What follows belongs to an exercise in optimizing a design on an open flow for small area, a short achievable clock period and few clock cycles; a production flow would make more cautious choices. Where RTL was checked, it was by simulation tests only, not by an equivalence proof against the original.

// uhre_fxu
module uhre_fxu (
    input  wire        clk,
    input  wire        rst,         
    input  wire        cmd_valid,
    input  wire [15:0] cmd_word,
    output wire        cmd_ready,
    output reg         done,
    input  wire        wr_en,
    input  wire [4:0]  wr_addr,
    input  wire [15:0] wr_data,
    input  wire [4:0]  rd_addr,
    output reg  [15:0] rd_data
);
==> flow/config.mk <==
export PLATFORM = sky130hd
export DESIGN_NAME = uhre_fxu
export DESIGN_NICKNAME = uhre_fxu
export VERILOG_FILES = /design/flow/design.v
export SDC_FILE = /design/flow/constraint.sdc
export NUM_CORES = 8
export LEC_CHECK = 0
export ABC_AREA = 1
export CAP_MARGIN = 20
export CORE_MARGIN = 2
export CORE_UTILIZATION = 42
export PLACE_DENSITY = 0.6
export SLEW_MARGIN = 20
==> flow/constraint.sdc <==
create_clock -name core_clock -period 14.0 [get_ports {clk}]
set_input_delay 2.8000 -clock core_clock [delete_from_list [all_inputs] [get_ports {clk}]]
set_output_delay 2.8000 -clock core_clock [all_outputs]
set_load 0.01 [all_outputs]
standard.sh (not shown) runs the stock make flow with config.mk's settings and CLKGATE_MAP_FILE= SYNTH_SCRIPT=/design/flow/synth_recipe.tcl, a recipe that flattens the netlist after the stock synthesis.
==> flow/flow/run.sh <==
#!/bin/bash
set -euo pipefail
export SETUP_SLACK_MARGIN=6.3
bash standard.sh > make.log 2>&1
The baseline went through all stages and came out clean.
Testbench counts at the start, summed over its fixed seeds: cycles 10,997.
==> next run, changes <==
--- a/flow/design.v
+++ b/flow/design.v
@@ -224,23 +224,23 @@
     reg [127:0] rf;           
     reg [191:0] ee;           
     reg [15:0]  psx, psy, cx, cy;
     reg         flag_ov, flag_dz, flag_ill;
     reg        busy;
     reg [2:0]  cls;
     reg [3:0]  step;
     reg [2:0]  rd_q, rs1_q;
     reg [1:0]  fn_q;
     reg [15:0] xa, xb;
     reg [23:0] ya, yb;            
-    reg [15:0] v0;                
+    reg [15:0] v0, v1, v2;        
     reg [33:0] za, zb;            
     reg        pnn_a, pnn_b;      
     reg        c_zx, c_rnd8a, c_rnd16a, c_rnd8b, c_rnd16b;
     reg        c_wp, c_ws, c_wdiv, c_ova, c_ovb, c_wea, c_web, c_mt, c_last;
     reg [2:0]  c_tp, c_ts, c_pidx;
     reg [3:0]  c_eia, c_eib;
     reg [1:0]  c_rowa;
     reg        d_neg;
     wire [15:0] d_r  = zb[15:0];
     wire [17:0] d_d3 = zb[33:16];
     wire [31:0] d_nq = za[31:0];
@@ -387,34 +387,34 @@
         n_zb_t1 = 1'b0; n_zb_acc = 1'b0; n_zb_c = 1'b0;
         ia = 4'd0; ib = 4'd0;
         case (ld_cls)
             CL_FMUL: begin
                 n_rnd8a = 1'b1; n_wp = 1'b1; n_ova = 1'b1; n_last = 1'b1;
             end
             CL_PROJ: begin
                 n_za_c = 1'b1; n_zb_c = 1'b1; n_rnd16a = 1'b1; n_rnd16b = 1'b1;
                 n_wp = 1'b1; n_ws = 1'b1; n_last = 1'b1;
             end
             CL_XFORM: begin
-                n_pidx = ld_rs1 + ((ld_step == 4'd3) ? 3'd1 : ld_step[2:0]);
+                n_pidx = ld_rs1 + ld_step[2:0];
                 case (ld_step)
                     4'd1: begin n_za_t0 = 1'b1; n_zb_t1 = 1'b1; ia = 4'd0; ib = 4'd3; end
                     4'd2: begin n_za_acc = 1'b1; n_zb_acc = 1'b1; ia = 4'd1; ib = 4'd4; end
                     4'd3: begin n_za_acc = 1'b1; n_zb_acc = 1'b1; n_rnd8a = 1'b1; n_rnd8b = 1'b1;
                                 n_wp = 1'b1; n_ws = 1'b1; n_ova = 1'b1; n_ovb = 1'b1;
                                 ia = 4'd2; ib = 4'd5; end
-                    4'd4: begin n_za_t2 = 1'b1; ia = 4'd8; ib = 4'd7; end
+                    4'd4: begin n_za_t2 = 1'b1; ia = 4'd6; ib = 4'd7; end
                     default: begin
                                 n_za_acc = 1'b1; n_zb_acc = 1'b1; n_zx = 1'b1; n_rnd8a = 1'b1;
                                 n_wp = 1'b1; n_tp = ld_rd + 3'd2; n_ova = 1'b1; n_last = 1'b1;
-                                ia = 4'd6; end
+                                ia = 4'd8; end
                 endcase
             end
             CL_MSCALE: begin
                 n_rnd8a = 1'b1; n_rnd8b = 1'b1; n_wea = 1'b1; n_web = 1'b1;
                 n_ova = 1'b1; n_ovb = 1'b1;
                 n_last = (ld_step == 4'd6);
                 {ia, ib} = msc_pair(ld_step[2:0] - 3'd1);
                 n_eia = ia; n_eib = ib;
             end
             CL_MROT: begin
                 n_last = (ld_step == 4'd8);
@@ -558,25 +558,26 @@
             pnn_b <= ~(psy[15] ^ pc[15]) | (psy == 16'd0) | (pc == 16'd0);
         end else begin
             xa <= ea;
             if (cls != CL_FDIV) xb <= eb;
             case (cls)
                 CL_MROT: begin
                     ya <= step[0] ? {~yb[23:16], yb[15:0]} : yb;
                     yb <= step[0] ? ya : {~ya[23:16], ya[15:0]};
                 end
                 CL_XFORM: begin
                     case (step)
-                        4'd1, 4'd2: begin ya <= benc(pa, 1'b0); yb <= benc(pa, 1'b0); end
-                        4'd3: yb <= benc(pa, 1'b0);
-                        default: ya <= benc(v0, 1'b0);
+                        4'd1: begin ya <= benc(pa, 1'b0); yb <= benc(pa, 1'b0); v1 <= pa; end
+                        4'd2: begin ya <= benc(pa, 1'b0); yb <= benc(pa, 1'b0); v2 <= pa; end
+                        4'd3: begin ya <= benc(v0, 1'b0); yb <= benc(v1, 1'b0); end
+                        default: begin ya <= benc(v2, 1'b0); end
                     endcase
                 end
                 default: ;
             endcase
         end
     end
     always @(posedge clk)
         if (~busy) d_neg <= pa[15] ^ pb[15];
     wire [15:0] rd_mux;
     fxu_rdmux u_rdmux (.a(rd_addr), .rf(rf), .ee(ee), .psx(psx), .psy(psy), .cx(cx), .cy(cy),
                        .st({flag_ill, flag_dz, flag_ov}), .d(rd_mux));
What happened:
- The changed run finished with timing, DRC and antenna clean
- non-clock buffer count grows by 5
- cell area grows by 1.5%
- first-iteration DRC count grows by 7.4%
- utilization shrinks by 0.33 points
- via count grows by 1.0%
- wire length shrinks by 0.36%
The RTL of the second run of this note was laid out without a check of its function.

-- separate check: timing with driven ports --
In the flow no input, the clock included, has a driving cell. The finished layouts below were timed again as built, in two steps. Step 1: set_driving_cell puts a clkbuf_16 on clk and a buf_2 on each other input, an assumption about the parent block. Step 2 also shifts input and output timing later by t, the mid clock arrival at the registers, as if the neighbouring blocks saw the same clock. a / b / c = no drivers / after step 1 / after step 2; a / b = the first two.
run | shift t [ns] | setup WS [ns] | slew at the worst register clock pin (ns)
the first run | 0.792 | 6.010 / 5.789 / 5.593 | 0.07 / 0.07
the second run | 0.812 | 6.042 / 6.013 / 5.610 | 0.07 / 0.07
After both steps every run listed still meets setup and hold. The setup slack of the second run, which loses most, moves by -0.029 ns with the drivers and by -0.432 ns with both steps.
